This is an optimization exercise on Yosys and OpenROAD, whose aim is small area, not a production implementation.
Only simulation tests tie the RTL to the original design; equivalence was not proved.
In runs 2 to 4 the design's own scripts or RTL, not TritonCTS, make the clock network.
No driver is modelled on the clock port, so clock power and skew are understated where the tree is cut down; a real chip needs a root buffer or a tree.
Power figures rest on the tool's default switching activity, not on a simulated workload.

===== design/flow/config.mk =====
export PLATFORM = sky130hd
export DESIGN_NAME = dds_bridge
export DESIGN_NICKNAME = dds_bridge
export VERILOG_FILES = /design/flow/design.v
export SDC_FILE = /design/flow/constraint.sdc
export NUM_CORES = 4
export LEC_CHECK = 0
export ABC_AREA = 1
export CAP_MARGIN = 20
export CORE_MARGIN = 2
export CORE_UTILIZATION = 40
export CTS_BUF_LIST = sky130_fd_sc_hd__clkbuf_8
export SLEW_MARGIN = 20

===== design/flow/constraint.sdc =====
create_clock -name core_clock -period 10.0 [get_ports {clk}]
set_input_delay 2.0000 -clock core_clock [delete_from_list [all_inputs] [get_ports {clk}]]
set_output_delay 2.0000 -clock core_clock [all_outputs]
set_load 0.01 [all_outputs]

===== design/flow/design.v =====
module dds_bridge (
    input  wire       clk,
    input  wire       rst,           
    input  wire       rx_valid,
    input  wire [7:0] rx_data,
    output wire       rx_ready,      
    output reg        tx_valid,
    output reg  [7:0] tx_data,
    input  wire       tx_ready,
    output wire       dds_rst,
    output wire       io_update,
    output wire [3:0] cs_n,
    output wire       sclk,
    output wire       mosi,
    input  wire       miso
);
    localparam OP_NONE = 4'd0, OP_TEST = 4'd1, OP_IDN = 4'd2, OP_RESET = 4'd3,
               OP_PRES = 4'd4, OP_WR = 4'd5, OP_RD = 4'd6, OP_SETF = 4'd7,
               OP_SETA = 4'd8, OP_SETP = 4'd9;
    localparam P_IDLE = 4'd0, P_INDEX = 4'd1, P_ADDR = 4'd2, P_DLEN = 4'd3,
               P_DATA = 4'd4, P_FREQ = 4'd5, P_AMP = 4'd6, P_PHASE = 4'd7,
               P_IDN = 4'd8;
    localparam ST_GO = 4'd0, ST_RST = 4'd1, ST_PRST = 4'd2, ST_BYTES = 4'd3,
               ST_PCS = 4'd4, ST_IO = 4'd5, ST_PIO = 4'd6, ST_PSTR = 4'd7,
               ST_HEX = 4'd8;
    localparam M_DONE = 3'd0, M_ERR_SLOT = 3'd1, M_ERR_REG = 3'd2,
               M_ERR_LEN = 3'd3, M_UNIMPL = 3'd4, M_IDN = 3'd5,
               M_PITEM = 3'd6, M_NL = 3'd7;
    reg         pend;               
    reg  [3:0]  ps;
    reg  [4:0]  pos;
    reg  [2:0]  slot;
    reg  [7:0]  A;
    reg  [3:0]  nlen;
    reg  [63:0] B;
    reg  [3:0]  S;
    reg  [1:0]  c;
    reg  [3:0]  st;
    reg  [7:0]  V;                  
    reg         booting;
    reg  [1:0]  ra_slot;
    reg  [1:0]  ra_step;
    reg         tflag;
    reg         nz;
    reg  [2:0]  msg;
    assign rx_ready = !pend;
    wire [3:0] vbyte = V[7:4];
    wire [2:0] vbit  = V[3:1];
    wire       vhalf = V[0];
    wire       tick  = (c == 2'd3);
    wire       bv     = rx_valid && rx_ready;
    wire [7:0] b      = rx_data;
    wire       is_dig = (b >= "0" && b <= "9");
    wire       is_af  = (b >= "a" && b <= "f");
    wire       is_hex = is_dig || is_af;
    wire [3:0] nib    = is_dig ? b[3:0] : b[3:0] + 4'd9;
    wire l0 = (A[7:4] != 4'h0) || (A[3:0] == 4'h6);
    wire l2 = (A == 8'h05) || (A == 8'h08) || (A == 8'h0e);
    wire l8 = (A == 8'h0b) || (A == 8'h0c) || (A == 8'h0f);
    wire l4 = !l0 && !l2 && !l8;
    wire [3:0] alen = l8 ? 4'd8 : l4 ? 4'd4 : l2 ? 4'd2 : 4'd0;
    reg [7:0] idn_expect;
    always @(*) begin
        case (pos[2:0])
            3'd1:    idn_expect = "I";
            3'd2:    idn_expect = "D";
            3'd3:    idn_expect = "N";
            default: idn_expect = "?";
        endcase
    end
    reg       resolve;
    reg [3:0] resolve_op;
    always @(*) begin
        resolve    = 1'b0;
        resolve_op = OP_NONE;
        if (bv && b != "/") begin
            case (ps)
                P_IDLE: begin
                    if (b == "X") begin resolve = 1'b1; resolve_op = OP_RESET; end
                    else if (b == "?") begin resolve = 1'b1; resolve_op = OP_PRES; end
                end
                P_IDN:
                    if (b == idn_expect && pos == 5'd4) begin
                        resolve = 1'b1; resolve_op = OP_IDN;
                    end
                P_INDEX:
                    if (pos == 5'd1 && b == "T") begin
                        resolve = 1'b1; resolve_op = OP_TEST;
                    end
                P_ADDR:
                    if (pos == 5'd2 && b != "L") begin
                        resolve = 1'b1; resolve_op = OP_RD;
                    end
                P_DATA:
                    if (is_hex && pos + 5'd1 == {nlen, 1'b0}) begin
                        resolve = 1'b1; resolve_op = OP_WR;
                    end
                P_FREQ:
                    if (is_hex && pos == 5'd7) begin
                        resolve = 1'b1; resolve_op = OP_SETF;
                    end
                P_AMP:
                    if (is_hex && pos == 5'd3) begin
                        resolve = 1'b1; resolve_op = OP_SETA;
                    end
                P_PHASE:
                    if (is_hex && pos == 5'd3) begin
                        resolve = 1'b1; resolve_op = OP_SETP;
                    end
                default: ;
            endcase
        end
    end
    wire in_data = bv && is_hex && (ps == P_DATA);
    wire cap_ok  = l8 ? !pos[4] : l4 ? (pos[4:3] == 2'd0) : (pos[4:2] == 3'd0);
    wire push_d  = in_data && !l0 && cap_ok;
    wire push_f  = bv && is_hex && (ps == P_FREQ);
    wire push_a  = bv && is_hex && (ps == P_AMP);
    wire push_g0 = push_a || (push_d && !l0);
    wire push_g1 = push_d && (l4 || l8);
    wire push_g2 = push_f || (push_d && l8);
    wire ins3    = push_a || (push_d && l2);
    wire ins7    = push_d && l4;
    wire run    = pend && !booting;
    wire m_ra   = booting || (run && ps == P_IDLE && pos[0]);
    wire m_pres = run && ps == P_IDLE && !pos[0];
    wire m_test = run && ps == P_INDEX;
    wire m_wr   = run && ps == P_DATA;
    wire m_rd   = run && ps == P_ADDR;
    wire m_rmw  = run && (ps == P_FREQ || ps == P_AMP);
    wire is_strobe = m_ra && (ra_step == 2'd0);
    wire is_read   = m_pres || m_rd || (m_rmw && !ra_step[0]);
    wire [3:0] nb = (m_ra || m_pres) ? 4'd5 :
                    m_test           ? 4'd3 :
                    m_rmw            ? 4'd9 : (alen + 4'd1);
    reg [7:0] cb;
    always @(*) begin
        cb = 8'h00;
        if (m_ra) begin
            case ({ra_step, vbyte[2:0]})
                {2'd1, 3'd0}: cb = 8'h02;
                {2'd1, 3'd1}: cb = 8'h1f;
                {2'd1, 3'd2}: cb = 8'h3f;
                {2'd1, 3'd3}: cb = 8'hc0;
                {2'd2, 3'd4}: cb = 8'h02;
                {2'd3, 3'd0}: cb = 8'h01;
                {2'd3, 3'd1}: cb = 8'h01;
                default:      cb = 8'h00;
            endcase
        end else if (vbyte == 4'd0) begin
            if (m_pres)      cb = 8'h80;
            else if (m_test) cb = 8'h08;
            else if (m_rmw)  cb = {!ra_step[0], 7'h0f};
            else             cb = {m_rd | A[7], A[6:0]};
        end else if (m_test) begin
            cb = {7'd0, tflag && vbyte == 4'd2};
        end
    end
    wire use_s = (vbyte != 4'd0) && (m_wr || (m_rmw && ra_step[0]));
    assign mosi = use_s ? S[3] : cb[~vbit];
    wire keep = m_rmw && !ra_step[0] &&
                ((ps == P_FREQ) ? (vbyte >= 4'd5) : (vbyte <= 4'd2));
    wire capture = (st == ST_BYTES) && vhalf && (c == 2'd0);
    wire cs_act = (st == ST_BYTES) || (st == ST_HEX);
    wire [1:0] csidx = (m_ra || m_pres) ? ra_slot : slot[1:0];
    assign cs_n[0] = !(cs_act && csidx == 2'd0);
    assign cs_n[1] = !(cs_act && csidx == 2'd1);
    assign cs_n[2] = !(cs_act && csidx == 2'd2);
    assign cs_n[3] = !(cs_act && csidx == 2'd3);
    assign dds_rst   = (st == ST_RST);
    assign io_update = (st == ST_IO);
    assign sclk      = vhalf && (st == ST_BYTES);
    function [7:0] hex_char(input [3:0] n);
        hex_char = (n < 4'd10) ? ("0" + {4'd0, n}) : ("a" + {4'd0, n} - 8'd10);
    endfunction
    function [8:0] msg_char(input [2:0] m, input [3:0] i, input [1:0] rs);
        reg [8:0] r;
        begin
            case ({m, i})
            {3'd0, 4'd0}: r = {1'b0, 8'h44};
            {3'd0, 4'd1}: r = {1'b0, 8'h6f};
            {3'd0, 4'd2}: r = {1'b0, 8'h6e};
            {3'd0, 4'd3}: r = {1'b0, 8'h65};
            {3'd0, 4'd4}: r = {1'b1, 8'h0a};
            {3'd1, 4'd0}: r = {1'b0, 8'h45};
            {3'd1, 4'd1}: r = {1'b0, 8'h52};
            {3'd1, 4'd2}: r = {1'b0, 8'h52};
            {3'd1, 4'd3}: r = {1'b0, 8'h20};
            {3'd1, 4'd4}: r = {1'b0, 8'h73};
            {3'd1, 4'd5}: r = {1'b0, 8'h6c};
            {3'd1, 4'd6}: r = {1'b0, 8'h6f};
            {3'd1, 4'd7}: r = {1'b0, 8'h74};
            {3'd1, 4'd8}: r = {1'b1, 8'h0a};
            {3'd2, 4'd0}: r = {1'b0, 8'h45};
            {3'd2, 4'd1}: r = {1'b0, 8'h52};
            {3'd2, 4'd2}: r = {1'b0, 8'h52};
            {3'd2, 4'd3}: r = {1'b0, 8'h20};
            {3'd2, 4'd4}: r = {1'b0, 8'h72};
            {3'd2, 4'd5}: r = {1'b0, 8'h65};
            {3'd2, 4'd6}: r = {1'b0, 8'h67};
            {3'd2, 4'd7}: r = {1'b0, 8'h69};
            {3'd2, 4'd8}: r = {1'b0, 8'h73};
            {3'd2, 4'd9}: r = {1'b0, 8'h74};
            {3'd2, 4'd10}: r = {1'b0, 8'h65};
            {3'd2, 4'd11}: r = {1'b0, 8'h72};
            {3'd2, 4'd12}: r = {1'b1, 8'h0a};
            {3'd3, 4'd0}: r = {1'b0, 8'h45};
            {3'd3, 4'd1}: r = {1'b0, 8'h52};
            {3'd3, 4'd2}: r = {1'b0, 8'h52};
            {3'd3, 4'd3}: r = {1'b0, 8'h20};
            {3'd3, 4'd4}: r = {1'b0, 8'h6c};
            {3'd3, 4'd5}: r = {1'b0, 8'h65};
            {3'd3, 4'd6}: r = {1'b0, 8'h6e};
            {3'd3, 4'd7}: r = {1'b0, 8'h67};
            {3'd3, 4'd8}: r = {1'b0, 8'h74};
            {3'd3, 4'd9}: r = {1'b0, 8'h68};
            {3'd3, 4'd10}: r = {1'b1, 8'h0a};
            {3'd4, 4'd0}: r = {1'b0, 8'h55};
            {3'd4, 4'd1}: r = {1'b0, 8'h6e};
            {3'd4, 4'd2}: r = {1'b0, 8'h69};
            {3'd4, 4'd3}: r = {1'b0, 8'h6d};
            {3'd4, 4'd4}: r = {1'b0, 8'h70};
            {3'd4, 4'd5}: r = {1'b0, 8'h6c};
            {3'd4, 4'd6}: r = {1'b0, 8'h65};
            {3'd4, 4'd7}: r = {1'b0, 8'h6d};
            {3'd4, 4'd8}: r = {1'b0, 8'h65};
            {3'd4, 4'd9}: r = {1'b0, 8'h6e};
            {3'd4, 4'd10}: r = {1'b0, 8'h74};
            {3'd4, 4'd11}: r = {1'b0, 8'h65};
            {3'd4, 4'd12}: r = {1'b0, 8'h64};
            {3'd4, 4'd13}: r = {1'b1, 8'h0a};
            {3'd5, 4'd0}: r = {1'b0, 8'h43};
            {3'd5, 4'd1}: r = {1'b0, 8'h47};
            {3'd5, 4'd2}: r = {1'b0, 8'h2d};
            {3'd5, 4'd3}: r = {1'b0, 8'h44};
            {3'd5, 4'd4}: r = {1'b0, 8'h44};
            {3'd5, 4'd5}: r = {1'b0, 8'h53};
            {3'd5, 4'd6}: r = {1'b0, 8'h2d};
            {3'd5, 4'd7}: r = {1'b0, 8'h42};
            {3'd5, 4'd8}: r = {1'b0, 8'h52};
            {3'd5, 4'd9}: r = {1'b0, 8'h49};
            {3'd5, 4'd10}: r = {1'b0, 8'h44};
            {3'd5, 4'd11}: r = {1'b0, 8'h47};
            {3'd5, 4'd12}: r = {1'b0, 8'h45};
            {3'd5, 4'd13}: r = {1'b1, 8'h0a};
            {3'd7, 4'd0}: r = {1'b1, 8'h0a};
            {3'd6, 4'd0}: r = {1'b0, "I"};
            {3'd6, 4'd1}: r = {1'b0, 8'h31 + {6'd0, rs}};
            {3'd6, 4'd2}: r = {1'b1, " "};
            default:      r = 9'bx;
            endcase
            msg_char = r;
        end
    endfunction
    wire [8:0] mc = msg_char(msg, V[3:0], ra_slot);
    wire       hex_last = msg[0] || vbit[2];
    always @(*) begin
        tx_valid = (st == ST_PSTR) || (st == ST_HEX);
        if (st == ST_HEX)
            tx_data = !msg[0] ? hex_char(S) : ((vbyte == nb) ? 8'h0a : " ");
        else
            tx_data = mc[7:0];
    end
    wire tx_fire = tx_valid && tx_ready;
    reg rot;
    always @(*) begin
        rot = 1'b0;
        if (st == ST_BYTES && tick && !booting) begin
            if (V == {nb, 4'd0})
                rot = 1'b1;
            else if (vbyte != 4'd0 && vbit[1:0] == 2'd0 && !vhalf)
                rot = 1'b1;
        end
    end
    always @(posedge clk) begin
        if (rot) begin
            B <= {B[59:0], S};
            S <= B[63:60];
        end else begin
            if (push_g0) B[63:48] <= {B[59:48], ins3 ? nib : B[47:44]};
            if (push_g1) B[47:32] <= {B[43:32], ins7 ? nib : B[31:28]};
            if (push_g2) B[31:0]  <= {B[27:0], nib};
            if (capture && !keep) S <= {S[2:0], miso};
        end
        if (capture && vbyte == 4'd3)
            nz <= nz | miso;
        if (rst) begin
            pend    <= 1'b0;
            ps      <= P_IDLE;
            pos     <= 5'd0;
            c       <= 2'd0;
            st      <= ST_GO;
            V       <= 8'd0;
            booting <= 1'b1;
            ra_slot <= 2'd0;
            ra_step <= 2'd0;
            tflag   <= 1'b0;
            msg     <= M_DONE;
        end else begin
            c <= c + 2'd1;
            if (resolve)
                pend <= 1'b1;
            if (resolve && ps == P_IDLE)
                pos[0] <= (b == "X");
            if (bv && !resolve) begin
                if (b == "/") begin
                    ps  <= P_IDLE;
                    pos <= 5'd0;
                end else begin
                    case (ps)
                        P_IDLE: begin
                            if (b == "I") begin
                                ps  <= P_INDEX;
                                pos <= 5'd0;
                            end else if (b == "*") begin
                                ps  <= P_IDN;
                                pos <= 5'd1;
                            end
                        end
                        P_IDN: begin
                            if (b == idn_expect && pos != 5'd4)
                                pos <= pos + 5'd1;
                            else
                                ps <= P_IDLE;
                        end
                        P_INDEX: begin
                            if (pos == 5'd0) begin
                                if (b >= "1" && b <= "8") begin
                                    slot <= b[2:0] - 3'd1;
                                    pos  <= 5'd1;
                                end else
                                    ps <= P_IDLE;
                            end else begin
                                pos <= 5'd0;
                                case (b)
                                    "R":     ps <= P_ADDR;
                                    "F":     ps <= P_FREQ;
                                    "A":     ps <= P_AMP;
                                    "P":     ps <= P_PHASE;
                                    default: ps <= P_IDLE;
                                endcase
                            end
                        end
                        P_ADDR: begin
                            if (pos == 5'd2) begin
                                if (b == "L") begin
                                    ps  <= P_DLEN;
                                    pos <= 5'd0;
                                end else
                                    ps <= P_IDLE;
                            end else if (is_hex) begin
                                A   <= {A[3:0], nib};
                                pos <= pos + 5'd1;
                            end else
                                ps <= P_IDLE;
                        end
                        P_DLEN: begin
                            if (pos == 5'd0) begin
                                if (b >= "1" && b <= "9") begin
                                    nlen <= b[3:0];
                                    pos  <= 5'd1;
                                end else
                                    ps <= P_IDLE;
                            end else begin
                                if (b == "D") begin
                                    ps  <= P_DATA;
                                    pos <= 5'd0;
                                end else
                                    ps <= P_IDLE;
                            end
                        end
                        P_DATA, P_FREQ, P_AMP, P_PHASE: begin
                            if (is_hex) begin
                                pos <= pos + 5'd1;
                                if (resolve)
                                    ps <= P_IDLE;
                            end else
                                ps <= P_IDLE;
                        end
                        default: ps <= P_IDLE;
                    endcase
                end
            end
            case (st)
                ST_GO: begin
                    if (tick && (booting || pend)) begin
                        if (m_ra)
                            st <= ST_RST;
                        else if (m_pres) begin
                            st <= ST_BYTES; V <= 8'd0; nz <= 1'b0;
                        end else if (ps == P_IDN) begin
                            st <= ST_PSTR; V <= 8'd0; msg <= M_IDN;
                        end else if (ps == P_PHASE) begin
                            st <= ST_PSTR; V <= 8'd0; msg <= M_UNIMPL;
                        end else if (slot[2]) begin
                            st <= ST_PSTR; V <= 8'd0; msg <= M_ERR_SLOT;
                        end else if (m_test) begin
                            tflag <= !tflag;
                            st    <= ST_RST;
                        end else if (m_wr) begin
                            if (l0) begin
                                st <= ST_PSTR; V <= 8'd0; msg <= M_ERR_REG;
                            end else if (nlen < alen) begin
                                st <= ST_PSTR; V <= 8'd0; msg <= M_ERR_LEN;
                            end else
                                st <= ST_RST;
                        end else if (m_rd) begin
                            if (l0) begin
                                st <= ST_PSTR; V <= 8'd0; msg <= M_ERR_REG;
                            end else begin
                                st <= ST_BYTES; V <= 8'd0;
                            end
                        end else begin
                            if (!ra_step[0]) begin
                                st <= ST_BYTES; V <= 8'd0;
                            end else
                                st <= ST_RST;
                        end
                    end
                end
                ST_RST: if (tick) st <= ST_PRST;
                ST_PRST: begin
                    if (tick) begin
                        if (is_strobe) begin
                            ra_step <= ra_step + 2'd1;
                            st      <= ST_GO;
                        end else begin
                            st <= ST_BYTES; V <= 8'd0;
                        end
                    end
                end
                ST_BYTES: begin
                    if (tick) begin
                        if (V == {nb, 4'd0})
                            st <= ST_PCS;
                        else begin
                            V <= V + 8'd1;
                            if (m_rd && vbyte != 4'd0 && vbit[1:0] == 2'd3 && vhalf) begin
                                st     <= ST_HEX;
                                msg[0] <= 1'b0;
                            end
                        end
                    end
                end
                ST_HEX: begin
                    if (tx_fire) begin
                        if (hex_last)
                            st <= ST_BYTES;
                        else
                            msg[0] <= 1'b1;
                    end
                end
                ST_PCS: begin
                    if (tick) begin
                        if (!is_read)
                            st <= ST_IO;
                        else if (m_pres) begin
                            if (nz) begin
                                st <= ST_PSTR; V <= 8'd0; msg <= M_PITEM;
                            end else begin
                                ra_slot <= ra_slot + 2'd1;
                                if (ra_slot == 2'd3) begin
                                    st <= ST_PSTR; V <= 8'd0; msg <= M_NL;
                                end else
                                    st <= ST_GO;
                            end
                        end else if (m_rmw) begin
                            ra_step <= 2'd1;
                            st      <= ST_GO;
                        end else begin
                            st <= ST_PSTR; V <= 8'd0; msg <= M_DONE;
                        end
                    end
                end
                ST_IO: if (tick) st <= ST_PIO;
                ST_PIO: begin
                    if (tick) begin
                        if (m_ra) begin
                            ra_step <= ra_step + 2'd1;
                            if (ra_step == 2'd3) begin
                                ra_slot <= ra_slot + 2'd1;
                                if (ra_slot == 2'd3) begin
                                    if (booting) begin
                                        booting <= 1'b0;
                                        st      <= ST_GO;
                                    end else begin
                                        st <= ST_PSTR; V <= 8'd0; msg <= M_DONE;
                                    end
                                end else
                                    st <= ST_GO;
                            end else
                                st <= ST_GO;
                        end else begin
                            st <= ST_PSTR; V <= 8'd0; msg <= M_DONE;
                        end
                    end
                end
                ST_PSTR: begin
                    if (tx_fire) begin
                        if (mc[8]) begin
                            V <= 8'd0;
                            case (msg)
                                M_DONE: begin
                                    pend    <= 1'b0;
                                    ps      <= P_IDLE;
                                    ra_step <= 2'd0;
                                    ra_slot <= 2'd0;
                                    st      <= ST_GO;
                                end
                                M_PITEM: begin
                                    ra_slot <= ra_slot + 2'd1;
                                    if (ra_slot == 2'd3)
                                        msg <= M_NL;
                                    else
                                        st <= ST_GO;
                                end
                                default: msg <= M_DONE;
                            endcase
                        end else
                            V <= V + 8'd1;
                    end
                end
                default: st <= ST_GO;
            endcase
        end
    end
endmodule

===== design/flow/flow/run.sh =====
#!/bin/bash
# Own layout flow. The standard synthesis (synth_recipe.tcl, ORFS's synth.tcl)
# is run a few times, each with ORFS's ABC area script replaced by a deeper
# one (ABC &deepsyn with a different seed); registers and their names come out
# the same every time, since only the combinational mapping changes. The
# smallest result is kept and the standard layout steps run on it, with 1x
# port buffers. Every tool's output goes to a log file in this folder.
set -uo pipefail
W=$PWD
N=${NUM_CORES:-4}
RES=results/sky130hd/dds_bridge/base
for k in $(seq 1 "$N"); do
  rm -rf "scripts_$k" "orfs_$k"
  cp -r "$FLOW_HOME/scripts" "scripts_$k"
  sed "s/@SEED@/$((k * 7))/" flow/abc_deep.script > "scripts_$k/abc_area.script"
done
for k in $(seq 1 "$N"); do
  make -C "$FLOW_HOME" DESIGN_CONFIG="$W/config.mk" WORK_HOME="$W/orfs_$k" CLKGATE_MAP_FILE= \
    SYNTH_SCRIPT="$W/synth_recipe.tcl" SCRIPTS_DIR="$W/scripts_$k" ABC_AREA=1 NUM_CORES=1 \
    synth > "synth_$k.log" 2>&1 &
done
wait
best=""; barea=""
for k in $(seq 1 "$N"); do
  f="orfs_$k/reports/sky130hd/dds_bridge/base/synth_stat.txt"
  [[ -f "orfs_$k/$RES/1_synth.odb" && -f "$f" ]] || continue
  a=$(grep "Chip area for module" "$f" | awk '{print $NF}')
  echo "synthesis $k: area $a" | tee -a synth_pick.log
  if [[ -z "$best" ]] || awk -v a="$a" -v b="$barea" 'BEGIN{exit !(a < b)}'; then
    best=$k; barea=$a
  fi
done
if [[ -z "$best" ]]; then
  echo "no synthesis finished; standard flow" | tee -a synth_pick.log
  bash standard.sh finish > standard.log 2>&1
  exit $?
fi
echo "kept synthesis $best ($barea)" | tee -a synth_pick.log
rm -rf orfs
mv "orfs_$best" orfs
bash standard.sh SCRIPTS_DIR="$W/scripts_$best" ABC_AREA=1 \
  "BUFFER_PORTS_ARGS=-buffer_cell sky130_fd_sc_hd__buf_1" finish > standard.log 2>&1

===== design/flow/flow/abc_deep.script =====
strash
&get -n
&deepsyn -T 30 -S @SEED@
&put
dch -f
amap
topo
dnsize -c

===== design/flow/standard.sh =====
#!/bin/bash
# synth_recipe.tcl (not shown) runs the flow's synth.tcl, then flattens the netlist and writes it again
# the make line also repeats each setting of config.mk as NAME=value (left out here)
make -C /OpenROAD-flow-scripts/flow DESIGN_CONFIG=/design/flow/config.mk WORK_HOME=/design/flow/orfs CLKGATE_MAP_FILE= SYNTH_SCRIPT=/design/flow/synth_recipe.tcl "${@:-finish}"

==> flow_summary_export.csv, run 1 <==
group,metric,value,unit
run_status,status,"finished clean",
global_route,grt_overflow,0,
route,wl_per_cell,18.2,um
setup_path,rrSetupSlack,5.11,ns
setup_path,critPathBufInv,4,
setup_path,r2r-end,"B[44]",
placement,dpl_cell_area,0.00712,mm2
cells_and_area,synthToLayoutAreaGrowth,11.1,%
setup_path,cpMostUsedCell,"nor2_1",
sta,setup_viol,0,
clock_tree,hold_buffers,0,
global_route,met2_usage,37.3,%
die,core,0.0165,mm2
sta,timing.fmax,0.160,GHz
route,drt_iter0_drc,527,
logic_synthesis,syn_nets,827,
die,die_w,134,um
sta,max-slew-margin-rel,28.3,%
power_and_ir_drop,p_per_area,127,mW/mm2
die,pin_count,31,
hold_path,hp-class,"reg2reg",
logic_synthesis,ys_ff_latch,117,
cells_and_area,fin_util,45.2,%
cells_and_area,final_cell_mix,"nor2_1 (166), clkinv_1 (111), edfxtp_1 (83), nand2_1 (58), o21ai_0 (51)",
die,die-area,0.0178,mm2
sta,rsz0062_at_grt,"false",
sta,setup_tns,0,ns
logic_synthesis,synth_edf_count,83,
power_and_ir_drop,p_leak,2.42,nW
logic_synthesis,ys_top_cells_by_area,"edfxtp_1 (37%), dfxtp_1 (10%), nor2_1 (9.3%)",
route,final_antenna_net_count,0,
hold_path,hp-start,"B[15]",
setup_path,cp-end-kind,"output port",
cells_and_area,antennaDiodeCount,0,
setup_path,regToRegStartpoint,"ps[1]",
sta,finalCritPeriodShare,62.6,%
setup_path,worst-setup-path-type,"reg2out",
clock_tree,clk_pin_slew,0.07,ns
route,route.detailed.drc,0,
cells_and_area,nFillCells,1618,
logic_synthesis,yosys_warnings,1,
cells_and_area,nets,877,
logic_synthesis,yosysUniqueCellTypes,50,
setup_path,cp_slowest_cell,"o21ai_0",
route,first_pass_iters,5,
clock_tree,worstSkewPairLatency,0.44,ns
route,viasPerCell,5.75,
sta,fin_worst_skew,0.0127,ns
logic_synthesis,avgSynthCellArea,8.47,um2
setup_path,critPathMaxFanout,11,
setup_path,start_kind,"flip-flop",
placement,io_buffers,29,
clock_tree,cts_buffers,17,
placement,dp.cells,1044,
logic_synthesis,synth_ff_type,"edfxtp_1",
logic_synthesis,ys_seq_area_share,47.2,%
setup_path,cp_top_family,"compound AO/OA/AOI/OAI gates",
setup_path,slowest_delay,0.43,ns
logic_synthesis,synthDominantCellAreaShare,37.1,%
setup_path,worst_ep_required_time,8.00,ns
route,finalWirelength,19600,um
clock_tree,cts.sinks,117,
logic_synthesis,synth_cells,793,
global_route,busiest_layer,"met2",
cells_and_area,stdcell_area,0.00746,mm2
sta,worstMarginPinSlew,1.07,ns
setup_path,worstPathArrival,4.26,ns
global_route,groute.layer.met3.usage,3.88,%
clock_tree,htree_levels,4,
sta,fin_crit,6.26,ns
global_route,grt_max_degree,33,
setup_path,path_cells,"clkinv_1 > nand2_1 > nor2_1 > nand2_1 > nor2_1 > nor2_1 > clkinv_1 > nor2_1 > o21ai_0 > a21oi_1 > o21ai_0 > a211oi_1 > o211ai_1 > o21ai_0 > clkinv_1 > a32oi_1 > buf_1",
placement,place_congestion,0.982,
clock_tree,root_buffer,"clkbuf_8",
clock_tree,ctsResizeCount,0,
placement,hpwl,15200,um
power_and_ir_drop,ir_worst_vdd,0.0733,mV
die,fp.dieH,134,um
logic_synthesis,synth_top_cell_by_area,"edfxtp_1",
die,fp-row-count,47,
clock_tree,cts_setup_buffers,0,
cells_and_area,final_cell_count_no_fill,1074,
clock_tree,max-clock-path-buffers,2,
hold_path,holdPathEnd,"B[19]",
job,cap_violations,0,
global_route,grt_pass1_vias,5816,
sta,finalMaxSlewViolations,0,
global_route,gr-usage-met1,29.9,%
die,initial_core_util,40.7,%
cells_and_area,layout_commonest_cell,"nor2_1",
setup_path,worst-r2r-cell-count,18,
global_route,antenna_found_initial,0,
logic_synthesis,async_flop_share,0,%
clock_tree,cts_tree,"built",
global_route,grt_usage,22.7,%
logic_synthesis,syn-cell-area,0.00672,mm2
route,via_count,6174,
setup_path,startpoint,"ps[1]",
hold_path,holdPathStages,0,
global_route,grt_pass1_wl,31500,um
cells_and_area,drive_gt1_share,3.75,%
sta,hold_viol,0,
area by class of cell:
type	instances	area (um2)	share of cell area, %
clock inverter	13	113	1.51
tap	220	275	3.69
clock buffer	17	234	3.13
inverter	111	417	5.58
multi-input combinational	564	3120	41.8
timing repair buffer	32	131	1.76
sequential	117	3170	42.5
state kept, by name, indices dropped and copies added, names as in the netlist, 4 cells and up:
signal  count
nlen        4
A           8
S           4
B          64
V           8
pos         5
ps          4
st          4
synthesized netlist by cell type, types with 5 or more instances:
cell type / n
nor2_1: 166
a21oi_1: 38
o221ai_1: 8
ha_1: 21
o22ai_1: 14
nor3_1: 44
o22a_1: 7
a22oi_1: 7
o32ai_1: 6
nor4_1: 8
a31oi_1: 19
or3_1: 6
o21ai_0: 51
dfxtp_1: 34
nand3_1: 19
o21a_1: 10
a2111oi_0: 5
o211ai_1: 7
nand2_1: 58
or2_0: 9
edfxtp_1: 83
clkinv_1: 111
a211oi_1: 11
how the worst max path moves through the flow:
stage | end | depth (start not counted)
3_5_place_dp | B[34] | 15
4_1_cts | tx_data[1] | 17
6_report | tx_data[1] | 17
5_1_grt | tx_data[1] | 17
2_1_floorplan | B[0] | 14
3_3_place_gp | B[34] | 15
worst register-to-register path: stages (launching register included):
cell and delay [ns]:
dfxtp_1 0.37, clkinv_1 0.31, nand2_1 0.29, nor2_1 0.16, nand2_1 0.19, nor2_1 0.09, nor2_1 0.22, clkinv_1 0.21
nor2_1 0.20, o21ai_0 0.15, a21oi_1 0.16, o21ai_0 0.09, a211oi_1 0.22, o211ai_1 0.26, nor2_1 0.23, o211ai_1 0.13
buf_4 0.22, o21ai_0 0.17, or2_0 0.83
kinds of logic after synthesis:
logic type / count (synthesis) / synth area share [%]
adders and majority gates: 21 / 3.91
AOI/OAI and AO/OA: 215 / 21.2
and+or+nand+nor: 327 / 21.3
buffers and inverters: 112 / 6.31
other: 1 / 0.0558
DFF: 117 / 47.2
power breakdown:
| group | total [mW] | switching (mW) | leakage, nW | internal [mW] |
|---|---|---|---|---|
| sequential | 0.518 | 0.00260 | 1.02 | 0.515 |
| combinational | 0.0454 | 0.0331 | 1.23 | 0.0122 |
| clock | 0.387 | 0.195 | 0.167 | 0.191 |
metrics by stage:
stage	setup slack, ns	power, mW	hold slack (ns)
after floorplan	4.44	0.556	0.400
after global placement	3.51	0.574	0.401
after detailed placement	3.45	0.573	0.405
after CTS	3.80	0.958	0.417
after global routing	3.33	0.985	0.423
final	3.74	0.950	0.418
routing by layer:
layer	share of wire, %	up-vias
met1	44	2857
li1	-	3004
met3	5.7	51
met4	3.2	0
met2	47	262
met5	0	-
==> run 2, diff against run 1 <==
--- a/design/flow/flow/run.sh
+++ b/design/flow/flow/run.sh
@@ -4,7 +4,8 @@
 # one (ABC &deepsyn with a different seed); registers and their names come out
 # the same every time, since only the combinational mapping changes. The
 # smallest result is kept and the standard layout steps run on it, with 1x
-# port buffers. Every tool's output goes to a log file in this folder.
+# port buffers and the small clock tree of flow/clock_tree.tcl in place of
+# TritonCTS. Every tool's output goes to a log file in this folder.
 set -uo pipefail
 W=$PWD
 N=${NUM_CORES:-4}
@@ -39,4 +40,5 @@
 rm -rf orfs
 mv "orfs_$best" orfs
 bash standard.sh SCRIPTS_DIR="$W/scripts_$best" ABC_AREA=1 \
-  "BUFFER_PORTS_ARGS=-buffer_cell sky130_fd_sc_hd__buf_1" finish > standard.log 2>&1
+  "BUFFER_PORTS_ARGS=-buffer_cell sky130_fd_sc_hd__buf_1" \
+  PRE_CTS_TCL="$W/flow/clock_tree.tcl" finish > standard.log 2>&1
==> design/flow/flow/clock_tree.tcl (new file) <==
proc my_split {sinks depth axis} {
  if {$depth == 0} { return [list $sinks] }
  set idx [expr {$axis == 0 ? 1 : 2}]
  set sorted [lsort -integer -index $idx $sinks]
  set h [expr {[llength $sorted] / 2}]
  set a [lrange $sorted 0 [expr {$h - 1}]]
  set b [lrange $sorted $h end]
  return [concat [my_split $a [expr {$depth - 1}] [expr {1 - $axis}]] \
                 [my_split $b [expr {$depth - 1}] [expr {1 - $axis}]]]
}
proc my_centre {g} {
  set sx 0; set sy 0
  foreach s $g { set sx [expr {$sx + [lindex $s 1]}]; set sy [expr {$sy + [lindex $s 2]}] }
  return [list [expr {$sx / [llength $g]}] [expr {$sy / [llength $g]}]]
}
proc my_buffer {name master innet c} {
  set block [ord::get_db_block]
  set inst [odb::dbInst_create $block $master "clkbuf_$name"]
  set net [odb::dbNet_create $block "clknet_$name"]
  $net setSigType CLOCK
  [$inst findITerm A] connect $innet
  [$inst findITerm X] connect $net
  $inst setLocation [lindex $c 0] [lindex $c 1]
  $inst setPlacementStatus PLACED
  return $net
}
proc my_clock_tree {leafbuf midbuf depth} {
  set block [ord::get_db_block]
  set db [ord::get_db]
  set clknet [$block findNet clk]
  set sinks {}
  foreach it [$clknet getITerms] {
    set box [[$it getInst] getBBox]
    lappend sinks [list $it [expr {([$box xMin] + [$box xMax]) / 2}] \
                            [expr {([$box yMin] + [$box yMax]) / 2}]]
  }
  set groups [my_split $sinks $depth 0]
  set lm [$db findMaster $leafbuf]
  set mm [$db findMaster $midbuf]
  set nleaf [llength $groups]
  set k 0
  for {set m 0} {$m * 4 < $nleaf} {incr m} {
    set mine [lrange $groups [expr {$m * 4}] [expr {$m * 4 + 3}]]
    if {$nleaf > 4} {
      set all {}
      foreach g $mine { set all [concat $all $g] }
      set drv [my_buffer "mid_$m" $mm $clknet [my_centre $all]]
    } else {
      set drv $clknet
    }
    foreach g $mine {
      set c [my_centre $g]
      foreach s $g { [lindex $s 0] disconnect }
      set net [my_buffer "leaf_$k" $lm $drv $c]
      foreach s $g { [lindex $s 0] connect $net }
      puts "clock leaf $k: [llength $g] sinks at $c"
      incr k
    }
  }
}

# Run from PRE_CTS_TCL: build the tree now and make the flow's own
# clock_tree_synthesis call only switch the clock to propagated timing.
my_clock_tree sky130_fd_sc_hd__clkbuf_8 sky130_fd_sc_hd__clkbuf_8 3
proc clock_tree_synthesis {args} {
  puts "clock tree already built by clock_tree.tcl"
  set_propagated_clock [all_clocks]
}
==> flow_summary_export.csv, run 2 <==
group,metric,value,unit
run_status,status,"finished clean",
route,final_antenna_net_count,0,
sta,setup_viol,0,
die,fp-row-count,47,
route,wl_per_cell,18.9,um
setup_path,cp-end-kind,"output port",
sta,fin_worst_skew,0.0479,ns
sta,setup_ws,3.89,ns
global_route,antenna_found_initial,1,
die,die_w,133,um
global_route,grt_overflow,0,
die,pin_count,31,
cells_and_area,final_cell_mix,"nor2_1 (159), clkinv_1 (103), edfxtp_1 (83), nand2_1 (54), o21ai_0 (45)",
logic_synthesis,post-synth-top-count-cell,"nor2_1",
global_route,grt_usage,22.0,%
route,route.detailed.drc,0,
clock_tree,worstSkewPairLatency,0.34,ns
clock_tree,ctsResizeCount,0,
cells_and_area,nFillCells,1654,
logic_synthesis,synth_cells,779,
route,wl_met1,8570,um
global_route,grt_pass1_wl,31600,um
sta,max-slew-margin-rel,27.6,%
power_and_ir_drop,p_per_area,110,mW/mm2
setup_path,cp_slowest_cell,"or4_1",
route,finalWirelength,19700,um
route,viasPerCell,5.87,
logic_synthesis,synthDominantCellAreaShare,37.2,%
clock_tree,cts_setup_buffers,0,
global_route,grt_max_degree,33,
job,cap_violations,0,
cells_and_area,top_regs,"B (64), A (8), V (8)",
cells_and_area,antennaDiodeCount,0,
setup_path,slowest_delay,0.54,ns
sta,setup_tns,0,ns
cells_and_area,final_cell_count_no_fill,1041,
placement,place_ws,3.71,ns
sta,finalMaxSlewViolations,0,
setup_path,rrSetupSlack,5.29,ns
global_route,grt_pass1_vias,5834,
route,drt_iter0_drc,705,
route,met3_length,1150,um
logic_synthesis,synth_ff_type,"edfxtp_1",
cells_and_area,largest_register_ffs,64,
clock_tree,clk_pin_slew,0.10,ns
setup_path,critPathMaxFanout,8,
setup_path,start_kind,"flip-flop",
die,die-area,0.0178,mm2
setup_path,cp_top_family,"simple AND/OR/NAND/NOR gates",
die,fp.dieH,133,um
placement,dp.cells,1031,
logic_synthesis,ys_seq_area_share,47.4,%
sta,rsz0062_at_grt,"false",
route,via_count,6112,
logic_synthesis,avgSynthCellArea,8.59,um2
power_and_ir_drop,p_leak,2.32,nW
placement,place_congestion,0.955,
logic_synthesis,ys_top_cells_by_area,"edfxtp_1 (37%), dfxtp_1 (10%), nor2_1 (8.9%)",
setup_path,worstPathArrival,4.11,ns
hold_path,hp-class,"reg2reg",
sta,timing.fmax,0.164,GHz
logic_synthesis,yosys_warnings,1,
placement,io_buffers,29,
logic_synthesis,ys_ff_latch,117,
sta,worstMarginPinSlew,1.07,ns
placement,hpwl,15400,um
die,core,0.0165,mm2
setup_path,critPathBufInv,3,
power_and_ir_drop,ir_worst_vdd,0.109,mV
power_and_ir_drop,power,0.797,mW
setup_path,path_cells,"clkinv_1 > ha_1 > clkinv_1 > o22ai_1 > a221oi_1 > o31ai_1 > or4_1 > or4_1 > nor4_1 > or3_1 > nor2_1 > o21ai_0 > buf_1",
cells_and_area,drive_gt1_share,1.71,%
die,initial_core_util,40.6,%
cells_and_area,synthToLayoutAreaGrowth,8.13,%
cells_and_area,layout_commonest_cell,"nor2_1",
route,highest_layer,"met4",
logic_synthesis,yosysUniqueCellTypes,52,
logic_synthesis,synth_top_cell_by_area,"edfxtp_1",
logic_synthesis,synth_edf_count,83,
logic_synthesis,ys_top_cells_by_count,"nor2_1 (159), clkinv_1 (103), edfxtp_1 (83)",
sta,fin_crit,6.11,ns
clock_tree,hold_buffers,0,
cells_and_area,top_register,"B",
cells_and_area,nets,857,
route,first_pass_iters,5,
logic_synthesis,syn-cell-area,0.00669,mm2
logic_synthesis,async_flop_share,0,%
sta,hold_ws,0.416,ns
setup_path,worst-setup-path-type,"reg2out",
route,met2RoutedLength,9310,um
setup_path,worst_ep_required_time,8.00,ns
sta,finalCritPeriodShare,61.1,%
logic_synthesis,syn_nets,813,
sta,hold_viol,0,
run 2: cell count changes after synthesis, sizes merged, moves of 6 or more:
cell | previous run | this run
a21oi | 38 | 44
a31oi | 19 | 11
clkinv | 111 | 103
nor2 | 166 | 159
nor3 | 44 | 31
nor4 | 8 | 18
o21ai | 51 | 45
o221ai | 8 | 2
or2 | 9 | 15
run 2: worst reg2reg max path, stage by stage (launching register included):
cell      delay, ns
dfxtp_1        0.41
clkinv_1       0.33
nand2_1        0.24
nor2_1         0.15
nand2_1        0.19
nor2_1         0.09
nor2_1         0.36
clkinv_1       0.29
nor2_1         0.19
o21ai_0        0.17
a2111o_1       0.50
nor2_1         0.21
clkinv_1       0.18
o21ai_0        0.71
nor2_1         0.19
nand2_1        0.16
nor3_1         0.07
a211oi_1       0.22
run 2: path summary, 6_finish.rpt:
check | start | cells past startpoint | endpoint
max | V[1] | 13 | tx_data[5]
min reg2reg | B[22] | 0 | B[26]
min | B[22] | 0 | B[26]
max reg2reg | ps[1] | 17 | V[7]
run 2: power breakdown:
group | switching, mW | internal, mW | total, mW
Clock | 0.143 | 0.0910 | 0.234
Sequential | 0.00234 | 0.515 | 0.518
Combinational | 0.0326 | 0.0132 | 0.0458
Total | 0.178 | 0.619 | 0.797
run 2: layout make-up:
| type | instances | area, um2 | area share, % |
|---|---|---|---|
| flip-flops and latches | 117 | 3170 | 43.8 |
| multi-input cells | 558 | 3130 | 43.2 |
| repair buffers | 33 | 139 | 1.92 |
| inverters | 103 | 387 | 5.34 |
| plain buffers | 10 | 138 | 1.90 |
| well taps | 220 | 275 | 3.80 |
run 2: stage by stage:
| stage | cell area [um2] | util [%] |
|---|---|---|
| floorplan | 6690 | - |
| global placement | 7100 | 43.1 |
| detailed placement | 7100 | 43.1 |
| CTS | 7240 | 44.0 |
| global route | 7240 | 44.0 |
| finish | 7240 | 44.0 |
run 2: per-layer routing:
| metal | GRT usage (%) | up-vias |
|---|---|---|
| met1 | 29.7 | 2825 |
| met4 | 6.09 | 0 |
| li1 | - | 2955 |
| met2 | 38.2 | 274 |
| met3 | 1.60 | 58 |
| met5 | 0 | - |
run 2: cells by family (layout without fill, tap and decap cells):
kind of cell / count (synthesis) / in the layout / share of synthesized area, %
and+or+nand+nor: 326 / 326 / 21.8
adders and majority gates: 21 / 21 / 3.93
buffers and inverters: 104 / 146 / 5.89
AOI/OAI and AO/OA: 210 / 210 / 20.9
DFF: 117 / 117 / 47.4
other: 1 / 1 / 0.0560
==> run 3, diff against run 2 <==
--- a/design/flow/flow/run.sh
+++ b/design/flow/flow/run.sh
@@ -1,21 +1,23 @@
 #!/bin/bash
 # Own layout flow. The standard synthesis (synth_recipe.tcl, ORFS's synth.tcl)
-# is run a few times, each with ORFS's ABC area script replaced by a deeper
-# one (ABC &deepsyn with a different seed); registers and their names come out
+# is run eight times (four at once), each with ORFS's ABC area script replaced by a deeper
+# one (ABC &deepsyn with a different seed, two mapping variants); registers and their names come out
 # the same every time, since only the combinational mapping changes. The
 # smallest result is kept and the standard layout steps run on it, with 1x
 # port buffers and the small clock tree of flow/clock_tree.tcl in place of
 # TritonCTS. Every tool's output goes to a log file in this folder.
 set -uo pipefail
 W=$PWD
-N=${NUM_CORES:-4}
+N=8
+P=${NUM_CORES:-4}
 RES=results/sky130hd/dds_bridge/base
 for k in $(seq 1 "$N"); do
   rm -rf "scripts_$k" "orfs_$k"
   cp -r "$FLOW_HOME/scripts" "scripts_$k"
-  sed "s/@SEED@/$((k * 7))/" flow/abc_deep.script > "scripts_$k/abc_area.script"
+  sed "s/@SEED@/$((k * 7 % 101))/" "flow/abc_deep$((k % 2)).script" > "scripts_$k/abc_area.script"
 done
 for k in $(seq 1 "$N"); do
+  if (( k > P )); then wait -n; fi
   make -C "$FLOW_HOME" DESIGN_CONFIG="$W/config.mk" WORK_HOME="$W/orfs_$k" CLKGATE_MAP_FILE= \
     SYNTH_SCRIPT="$W/synth_recipe.tcl" SCRIPTS_DIR="$W/scripts_$k" ABC_AREA=1 NUM_CORES=1 \
     synth > "synth_$k.log" 2>&1 &
==> design/flow/flow/abc_deep0.script (new file) <==
strash
&get -n
&deepsyn -T 30 -S @SEED@
&put
dch -f
amap
topo
dnsize -c
==> design/flow/flow/abc_deep1.script (new file) <==
strash
&get -n
&deepsyn -T 30 -S @SEED@
&put
dch -f
amap
strash
dch -f
amap
topo
dnsize -c
removed: design/flow/flow/abc_deep.script
==> flow_summary_export.csv, run 3 <==
group,metric,value,unit
clock_tree,clk_pin_slew,0.11,ns
route,wl_per_cell,17.9,um
sta,finalCritPeriodShare,63.6,%
setup_path,r2r-end,"V[6]",
die,fp-row-count,47,
hold_path,hp-class,"reg2reg",
sta,setup_viol,0,
sta,rsz0062_at_grt,"false",
route,viasPerCell,5.90,
setup_path,cp-end-kind,"output port",
cells_and_area,largest_register_ffs,64,
sta,finalMaxSlewViolations,0,
cells_and_area,stdcell_area,0.00722,mm2
power_and_ir_drop,ir_worst_vdd,0.0899,mV
power_and_ir_drop,power,0.826,mW
setup_path,regToRegStartpoint,"ps[1]",
cells_and_area,layout_commonest_cell,"nor2_1",
route,first_pass_iters,5,
die,die-area,0.0177,mm2
setup_path,cp_slowest_cell,"dfxtp_1",
route,finalWirelength,18800,um
setup_path,worst-setup-path-type,"reg2out",
setup_path,slowest_delay,0.56,ns
route,route.detailed.drc,0,
clock_tree,cts_setup_buffers,0,
logic_synthesis,synth_ff_type,"edfxtp_1",
setup_path,cp_top_family,"simple AND/OR/NAND/NOR gates",
clock_tree,worstSkewPairLatency,0.33,ns
hold_path,hp-start,"B[33]",
setup_path,worst_ep_required_time,8.00,ns
global_route,grt_max_degree,33,
setup_path,start_kind,"flip-flop",
sta,fin_worst_skew,0.0313,ns
power_and_ir_drop,p_leak,2.28,nW
logic_synthesis,synth_edf_count,83,
logic_synthesis,synthDominantCellAreaShare,37.4,%
setup_path,worstPathArrival,4.36,ns
sta,timing.fmax,0.157,GHz
cells_and_area,drive_gt1_share,2.05,%
sta,worstMarginPinSlew,1.04,ns
logic_synthesis,synth_cells,786,
placement,dpl_cell_area,0.00708,mm2
logic_synthesis,async_flop_share,0,%
die,die_w,133,um
setup_path,critPathBufInv,2,
route,drt_iter0_drc,595,
logic_synthesis,yosysUniqueCellTypes,47,
logic_synthesis,syn-cell-area,0.00666,mm2
cells_and_area,antennaDiodeCount,0,
placement,io_buffers,29,
logic_synthesis,synth_top_cell_by_area,"edfxtp_1",
clock_tree,ctsResizeCount,0,
power_and_ir_drop,p_per_area,114,mW/mm2
die,core,0.0164,mm2
die,fp.dieH,133,um
logic_synthesis,avgSynthCellArea,8.48,um2
clock_tree,hold_buffers,0,
cells_and_area,top_regs,"B (64), A (8), V (8)",
run_status,status,"finished clean",
cells_and_area,nFillCells,1654,
job,cap_violations,0,
cells_and_area,synthToLayoutAreaGrowth,8.39,%
route,via_count,6186,
logic_synthesis,ys_top_cells_by_count,"nor2_1 (135), clkinv_1 (111), edfxtp_1 (83)",
placement,hpwl,14400,um
logic_synthesis,syn_nets,820,
cells_and_area,nets,864,
global_route,antenna_found_initial,0,
hold_path,holdPathEnd,"B[37]",
logic_synthesis,ys_top_cells_by_area,"edfxtp_1 (37%), dfxtp_1 (10%), nor2_1 (7.6%)",
setup_path,worst-r2r-cell-count,23,
sta,max-slew-margin-rel,30.2,%
setup_path,cpMostUsedCell,"nand3_1",
logic_synthesis,post-synth-top-count-cell,"nor2_1",
global_route,grt_pass1_vias,5783,
global_route,grt_overflow,0,
die,pin_count,31,
global_route,grt_pass1_wl,30200,um
setup_path,path_cells,"clkinv_1 > ha_1 > nand3_1 > nand3_1 > nand3_1 > o221ai_1 > or4_1 > a221o_1 > or3_1 > o31ai_1 > or3_1 > nor4_1 > a31oi_1 > buf_1",
cells_and_area,final_cell_mix,"nor2_1 (135), clkinv_1 (111), edfxtp_1 (83), nor3_1 (57), nand2_1 (55)",
route,final_antenna_net_count,0,
setup_path,critPathMaxFanout,10,
logic_synthesis,ys_ff_latch,117,
sta,hold_viol,0,
logic_synthesis,ys_seq_area_share,47.6,%
sta,fin_crit,6.36,ns
die,initial_core_util,40.6,%
hold_path,holdPathStages,0,
sta,setup_tns,0,ns
placement,place_congestion,1.03,
global_route,grt_usage,20.9,%
setup_path,rrSetupSlack,4.70,ns
logic_synthesis,yosys_warnings,1,
cells_and_area,top_register,"B",
[run 3: changes by cell type after synthesis, sizes merged, moves of 5 or more]
cell / delta
nand3: +14
nor2: -24
or2: -11
o22ai: +5
or3: +9
o21a: -6
clkinv: +8
nor4: -6
nor3: +27
[run 3: cells by family after synthesis]
group | share of synthesized area (%)
other cells | 0.0563
flops | 47.6
buf+inv | 6.37
fa+ha+maj | 3.94
compound gates | 18.9
simple gates | 23.1
[run 3: cell type report]
type | instances | area (um2) | area share [%]
multi-input combinational | 557 | 3080 | 42.7
timing repair buffer | 33 | 139 | 1.92
inverter | 111 | 417 | 5.77
buffer | 10 | 138 | 1.91
tap | 220 | 275 | 3.81
sequential | 117 | 3170 | 43.9
[run 3: power breakdown]
part           leakage, nW  internal [mW]  total [mW]  switching, mW
clock               0.0719         0.0911       0.237          0.146
sequential            1.02          0.516       0.520        0.00394
combinational         1.19         0.0208      0.0691         0.0483
total                 2.28          0.628       0.826          0.198
[run 3: how the worst max path moves through the flow]
stage | startpoint | endpoint | depth (start not counted)
2_1_floorplan | rx_data[6] | B[0] | 8
3_3_place_gp | rx_data[0] | A[0] | 15
3_5_place_dp | rx_data[0] | A[1] | 15
4_1_cts | V[1] | tx_data[0] | 14
5_1_grt | rx_data[1] | pos[1] | 16
6_report | V[1] | tx_data[0] | 14
[run 3: per-stage QoR]
step | hold slack [ns] | util [%] | setup WS, ns | std cells
final | 0.412 | 44.0 | 3.64 | 1048
after global routing | 0.420 | 44.0 | 3.28 | 1048
after CTS | 0.418 | 44.0 | 3.68 | 1048
after floorplan | 0.400 | - | 3.99 | 786
after global placement | 0.401 | 43.1 | 3.66 | 1038
after detailed placement | 0.405 | 43.1 | 3.45 | 1038
[run 3: per-layer routing]
layer	vias up	wire length, um	GRT usage, %	part of all wire [%]
met1	2856	8330	29.1	44
met5	-	0	0	0
met4	0	652	5.85	3.5
met2	300	8650	35.0	46
li1	2982	-	-	-
met3	48	1140	1.57	6.1
==> run 4, diff against run 3 <==
--- a/design/flow/design.v
+++ b/design/flow/design.v
@@ -41,8 +41,8 @@
     reg  [1:0]  ra_slot;
     reg  [1:0]  ra_step;
     reg         tflag;
-    reg         nz;
-    reg  [2:0]  msg;
+    reg         nz;                 
+    reg         d;                  
     assign rx_ready = !pend;
     wire [3:0] vbyte = V[7:4];
     wire [2:0] vbit  = V[3:1];
@@ -129,7 +129,7 @@
     wire m_rd   = run && ps == P_ADDR;
     wire m_rmw  = run && (ps == P_FREQ || ps == P_AMP);
     wire is_strobe = m_ra && (ra_step == 2'd0);
-    wire is_read   = m_pres || m_rd || (m_rmw && !ra_step[0]);
+    wire is_read   = m_pres || m_rd || (m_rmw && !nz);
     wire [3:0] nb = (m_ra || m_pres) ? 4'd5 :
                     m_test           ? 4'd3 :
                     m_rmw            ? 4'd9 : (alen + 4'd1);
@@ -150,15 +150,15 @@
         end else if (vbyte == 4'd0) begin
             if (m_pres)      cb = 8'h80;
             else if (m_test) cb = 8'h08;
-            else if (m_rmw)  cb = {!ra_step[0], 7'h0f};
+            else if (m_rmw)  cb = {!nz, 7'h0f};
             else             cb = {m_rd | A[7], A[6:0]};
         end else if (m_test) begin
             cb = {7'd0, tflag && vbyte == 4'd2};
         end
     end
-    wire use_s = (vbyte != 4'd0) && (m_wr || (m_rmw && ra_step[0]));
+    wire use_s = (vbyte != 4'd0) && (m_wr || (m_rmw && nz));
     assign mosi = use_s ? S[3] : cb[~vbit];
-    wire keep = m_rmw && !ra_step[0] &&
+    wire keep = m_rmw && !nz &&
                 ((ps == P_FREQ) ? (vbyte >= 4'd5) : (vbyte <= 4'd2));
     wire capture = (st == ST_BYTES) && vhalf && (c == 2'd0);
     wire cs_act = (st == ST_BYTES) || (st == ST_HEX);
@@ -252,12 +252,23 @@
             msg_char = r;
         end
     endfunction
+    reg [2:0] msg;
+    always @(*) begin
+        if (d || m_ra)                     msg = M_DONE;
+        else if (m_pres)                   msg = nz ? M_PITEM : M_NL;
+        else if (ps == P_IDN)              msg = M_IDN;
+        else if (ps == P_PHASE)            msg = M_UNIMPL;
+        else if (slot[2])                  msg = M_ERR_SLOT;
+        else if ((m_wr || m_rd) && l0)     msg = M_ERR_REG;
+        else if (m_wr && nlen < alen)      msg = M_ERR_LEN;
+        else                               msg = M_DONE;
+    end
     wire [8:0] mc = msg_char(msg, V[3:0], ra_slot);
-    wire       hex_last = msg[0] || vbit[2];
+    wire       hex_last = d || vbit[2];
     always @(*) begin
         tx_valid = (st == ST_PSTR) || (st == ST_HEX);
         if (st == ST_HEX)
-            tx_data = !msg[0] ? hex_char(S) : ((vbyte == nb) ? 8'h0a : " ");
+            tx_data = !d ? hex_char(S) : ((vbyte == nb) ? 8'h0a : " ");
         else
             tx_data = mc[7:0];
     end
@@ -282,7 +293,7 @@
             if (push_g2) B[31:0]  <= {B[27:0], nib};
             if (capture && !keep) S <= {S[2:0], miso};
         end
-        if (capture && vbyte == 4'd3)
+        if (capture && vbyte == 4'd3 && m_pres)
             nz <= nz | miso;
         if (rst) begin
             pend    <= 1'b0;
@@ -295,7 +306,8 @@
             ra_slot <= 2'd0;
             ra_step <= 2'd0;
             tflag   <= 1'b0;
-            msg     <= M_DONE;
+            d       <= 1'b0;
+            nz      <= 1'b0;
         end else begin
             c <= c + 2'd1;
             if (resolve)
@@ -387,35 +399,16 @@
                         if (m_ra)
                             st <= ST_RST;
                         else if (m_pres) begin
-                            st <= ST_BYTES; V <= 8'd0; nz <= 1'b0;
-                        end else if (ps == P_IDN) begin
-                            st <= ST_PSTR; V <= 8'd0; msg <= M_IDN;
-                        end else if (ps == P_PHASE) begin
-                            st <= ST_PSTR; V <= 8'd0; msg <= M_UNIMPL;
-                        end else if (slot[2]) begin
-                            st <= ST_PSTR; V <= 8'd0; msg <= M_ERR_SLOT;
-                        end else if (m_test) begin
+                            st <= ST_BYTES; nz <= 1'b0;
+                        end else if (msg != M_DONE)
+                            st <= ST_PSTR;         
+                        else if (m_test) begin
                             tflag <= !tflag;
                             st    <= ST_RST;
-                        end else if (m_wr) begin
-                            if (l0) begin
-                                st <= ST_PSTR; V <= 8'd0; msg <= M_ERR_REG;
-                            end else if (nlen < alen) begin
-                                st <= ST_PSTR; V <= 8'd0; msg <= M_ERR_LEN;
-                            end else
-                                st <= ST_RST;
-                        end else if (m_rd) begin
-                            if (l0) begin
-                                st <= ST_PSTR; V <= 8'd0; msg <= M_ERR_REG;
-                            end else begin
-                                st <= ST_BYTES; V <= 8'd0;
-                            end
-                        end else begin
-                            if (!ra_step[0]) begin
-                                st <= ST_BYTES; V <= 8'd0;
-                            end else
-                                st <= ST_RST;
-                        end
+                        end else if (is_read)
+                            st <= ST_BYTES;
+                        else
+                            st <= ST_RST;
                     end
                 end
                 ST_RST: if (tick) st <= ST_PRST;
@@ -425,29 +418,31 @@
                             ra_step <= ra_step + 2'd1;
                             st      <= ST_GO;
                         end else begin
-                            st <= ST_BYTES; V <= 8'd0;
+                            st <= ST_BYTES;
                         end
                     end
                 end
                 ST_BYTES: begin
                     if (tick) begin
-                        if (V == {nb, 4'd0})
+                        if (V == {nb, 4'd0}) begin
                             st <= ST_PCS;
+                            V  <= 8'd0;
+                        end
                         else begin
                             V <= V + 8'd1;
                             if (m_rd && vbyte != 4'd0 && vbit[1:0] == 2'd3 && vhalf) begin
                                 st     <= ST_HEX;
-                                msg[0] <= 1'b0;
                             end
                         end
                     end
                 end
                 ST_HEX: begin
                     if (tx_fire) begin
-                        if (hex_last)
+                        if (hex_last) begin
                             st <= ST_BYTES;
-                        else
-                            msg[0] <= 1'b1;
+                            d  <= 1'b0;
+                        end else
+                            d <= 1'b1;
                     end
                 end
                 ST_PCS: begin
@@ -456,19 +451,19 @@
                             st <= ST_IO;
                         else if (m_pres) begin
                             if (nz) begin
-                                st <= ST_PSTR; V <= 8'd0; msg <= M_PITEM;
+                                st <= ST_PSTR;
                             end else begin
                                 ra_slot <= ra_slot + 2'd1;
                                 if (ra_slot == 2'd3) begin
-                                    st <= ST_PSTR; V <= 8'd0; msg <= M_NL;
+                                    st <= ST_PSTR;
                                 end else
                                     st <= ST_GO;
                             end
                         end else if (m_rmw) begin
-                            ra_step <= 2'd1;
+                            nz      <= 1'b1;       
                             st      <= ST_GO;
                         end else begin
-                            st <= ST_PSTR; V <= 8'd0; msg <= M_DONE;
+                            st <= ST_PSTR;
                         end
                     end
                 end
@@ -484,14 +479,14 @@
                                         booting <= 1'b0;
                                         st      <= ST_GO;
                                     end else begin
-                                        st <= ST_PSTR; V <= 8'd0; msg <= M_DONE;
+                                        st <= ST_PSTR;
                                     end
                                 end else
                                     st <= ST_GO;
                             end else
                                 st <= ST_GO;
                         end else begin
-                            st <= ST_PSTR; V <= 8'd0; msg <= M_DONE;
+                            st <= ST_PSTR;
                         end
                     end
                 end
@@ -501,20 +496,19 @@
                             V <= 8'd0;
                             case (msg)
                                 M_DONE: begin
+                                    d       <= 1'b0;
                                     pend    <= 1'b0;
                                     ps      <= P_IDLE;
-                                    ra_step <= 2'd0;
-                                    ra_slot <= 2'd0;
+                                    nz      <= 1'b0;
                                     st      <= ST_GO;
                                 end
                                 M_PITEM: begin
+                                    nz      <= 1'b0;
                                     ra_slot <= ra_slot + 2'd1;
-                                    if (ra_slot == 2'd3)
-                                        msg <= M_NL;
-                                    else
+                                    if (ra_slot != 2'd3)
                                         st <= ST_GO;
                                 end
-                                default: msg <= M_DONE;
+                                default: d <= 1'b1;
                             endcase
                         end else
                             V <= V + 8'd1;
==> flow_summary_export.csv, run 4 <==
group,metric,value,unit
logic_synthesis,yosys_warnings,1,
setup_path,cp-end-kind,"output port",
logic_synthesis,syn_nets,775,
logic_synthesis,avgSynthCellArea,8.73,um2
logic_synthesis,synthDominantCellAreaShare,38.6,%
cells_and_area,fin_util,44.5,%
clock_tree,worstSkewPairLatency,0.34,ns
cells_and_area,nets,821,
route,drt_iter0_drc,413,
cells_and_area,top_register,"B",
setup_path,r2r-end,"st[2]",
cells_and_area,layout_commonest_cell,"nor2_1",
setup_path,worst-setup-path-type,"reg2out",
sta,setup_viol,0,
cells_and_area,synthToLayoutAreaGrowth,8.94,%
cells_and_area,final_cell_count_no_fill,1000,
logic_synthesis,syn-cell-area,0.00646,mm2
die,initial_core_util,40.8,%
setup_path,regToRegStartpoint,"A[0]",
die,die_w,131,um
run_status,status,"finished clean",
job,cap_violations,0,
sta,setup_ws,1.73,ns
global_route,antenna_found_initial,0,
route,finalWirelength,19100,um
sta,worstMarginPinSlew,1.03,ns
power_and_ir_drop,power,0.792,mW
logic_synthesis,yosysUniqueCellTypes,49,
route,via_count,5854,
sta,hold_viol,0,
cells_and_area,drive_gt1_share,2.55,%
sta,finalMaxSlewViolations,0,
global_route,grt_usage,21.7,%
setup_path,worstPathArrival,6.27,ns
placement,dp.cells,990,
placement,place_ws,2.25,ns
global_route,grt_pass1_vias,5629,
logic_synthesis,ys_top_cells_by_area,"edfxtp_1 (39%), dfxtp_1 (9.9%), nor2_1 (7.7%)",
sta,finalCritPeriodShare,82.7,%
die,pin_count,31,
global_route,gr-usage-met1,28.4,%
cells_and_area,top_regs,"B (64), A (8), V (8)",
logic_synthesis,post-synth-top-count-cell,"nor2_1",
logic_synthesis,synth_cells,740,
logic_synthesis,synth_top_cell_by_area,"edfxtp_1",
global_route,grt_max_degree,33,
setup_path,worst_ep_required_time,8.00,ns
sta,hold_ws,0.409,ns
setup_path,start_kind,"flip-flop",
route,route.detailed.drc,0,
power_and_ir_drop,ir_worst_vdd,0.112,mV
clock_tree,hold_buffers,0,
die,fp.dieH,131,um
global_route,grt_pass1_wl,30300,um
setup_path,cp_slowest_cell,"edfxtp_1",
clock_tree,cts_setup_buffers,0,
setup_path,cp-endpoint,"tx_data[0]",
logic_synthesis,ys_seq_area_share,48.5,%
sta,fin_crit,8.27,ns
placement,place_congestion,0.984,
setup_path,slowest_delay,0.48,ns
route,wl_per_cell,19.1,um
setup_path,startpoint,"A[0]",
power_and_ir_drop,p_per_area,113,mW/mm2
logic_synthesis,async_flop_share,0,%
global_route,grt_overflow,0,
die,fp-row-count,46,
cells_and_area,final_cell_mix,"nor2_1 (132), clkinv_1 (103), edfxtp_1 (83), nand2_1 (57), o21ai_0 (46)",
global_route,met2_usage,37.4,%
logic_synthesis,ys_ff_latch,115,
clock_tree,ctsResizeCount,0,
route,first_pass_iters,5,
clock_tree,clk_pin_slew,0.10,ns
power_and_ir_drop,p_leak,2.19,nW
global_route,groute.layer.met3.usage,2.16,%
global_route,busiest_layer,"met2",
setup_path,critPathMaxFanout,6,
cells_and_area,nFillCells,1603,
setup_path,rrSetupSlack,4.82,ns
die,core,0.0158,mm2
placement,dpl_cell_area,0.00689,mm2
route,viasPerCell,5.85,
logic_synthesis,ys_top_cells_by_count,"nor2_1 (132), clkinv_1 (103), edfxtp_1 (83)",
placement,hpwl,15000,um
logic_synthesis,synth_ff_type,"edfxtp_1",
sta,rsz0062_at_grt,"false",
sta,fin_worst_skew,0.0404,ns
setup_path,worst-r2r-cell-count,24,
sta,timing.fmax,0.121,GHz
placement,io_buffers,29,
sta,max-slew-margin-rel,30.6,%
cells_and_area,largest_register_ffs,64,
logic_synthesis,synth_edf_count,83,
hold_path,hp-class,"reg2reg",
die,die-area,0.0172,mm2
route,final_antenna_net_count,0,
cells_and_area,antennaDiodeCount,0,
cells_and_area,stdcell_area,0.00704,mm2
sta,setup_tns,0,ns
## run 4: cell count changes after synthesis, sizes merged, moves of 4 or more
| cell | previous run | this run |
|---|---|---|
| a21oi | 44 | 32 |
| a32oi | 4 | 0 |
| clkinv | 111 | 103 |
| nand3 | 33 | 19 |
| nor3 | 58 | 36 |
| o211ai | 4 | 8 |
| o21a | 6 | 10 |
| or2 | 4 | 10 |
| or3 | 18 | 7 |
| or4 | 8 | 3 |
## run 4: worst min-delay path by stage
| stage | start | depth (start not counted) | to |
|---|---|---|---|
| 2_1_floorplan | B[6] | 0 | B[10] |
| 3_3_place_gp | B[57] | 0 | B[61] |
| 3_5_place_dp | B[2] | 0 | B[6] |
| 4_1_cts | B[41] | 0 | B[45] |
| 5_1_grt | B[41] | 0 | B[45] |
| 6_report | B[41] | 0 | B[45] |
## run 4: critical path: cells and delay by family, from the launching register on
kind	cells	cell delay, ns
compound gates	14	2.90
fa+ha+maj	1	0.28
buf+inv	5	0.72
flops	1	0.48
simple gates	8	1.54
## run 4: kinds of logic (layout without fill, tap and decap cells)
logic type / after synthesis / after routing / synth area share (%)
simple gates: 302 / 302 / 21.0
compound gates: 195 / 195 / 20.0
flops: 115 / 115 / 48.5
buf+inv: 104 / 148 / 6.10
fa+ha+maj: 22 / 22 / 4.26
other cells: 1 / 1 / 0.0580
xor+xnor: 1 / 1 / 0.136
## run 4: layout make-up
type                       count  area, um2  area share, %
buffer                        10        138           1.95
inverter                     103        387           5.49
multi-input combinational    521       2960           42.0
sequential                   115       3130           44.5
tap                          216        270           3.84
timing repair buffer          35        154           2.19
## run 4: metal layers
metal,vias to the layer above,wire (um)
met5,-,0
met4,0,727
met3,51,1060
met2,220,9110
met1,2773,8170
li1,2810,-
## run 4: report_power, final
group,internal [mW],switching [mW],total (mW)
clock,0.0910,0.144,0.235
sequential,0.508,0.00315,0.511
combinational,0.0128,0.0336,0.0465
total,0.611,0.181,0.792

static timing again, ports no longer ideal:
In the flow no input, the clock included, has a driving cell. The finished layouts below were timed again as built, in two steps. Step 1 (the two cells are an assumption about what drives the block):
set clk [get_ports {clk}]
set_driving_cell -lib_cell sky130_fd_sc_hd__clkbuf_16 $clk
set_driving_cell -lib_cell sky130_fd_sc_hd__buf_2 [delete_from_list [all_inputs] $clk]
Step 2, shift: input delay + t, output delay - t, t = (earliest + latest rising clock arrival at the registers) / 2. This alone moves slack from input paths to output paths. a / b / c = ideal ports / drivers / drivers and shift; a / b = the first two.
run	t, ns	setup WS [ns]	worst setup path at the end
run 1	0.472	3.737 / 3.700 / 3.340	input to register
run 2	0.360	3.893 / 3.846 / 3.596	input to register
run 3	0.361	3.640 / 3.594 / 3.387	input to register
run 4	0.364	1.734 / 1.687 / 2.052	register to output
After both steps every run listed still meets setup and hold. For run 1, which loses most, drivers alone change the setup slack by -0.037 ns; drivers and shift together by -0.397 ns.
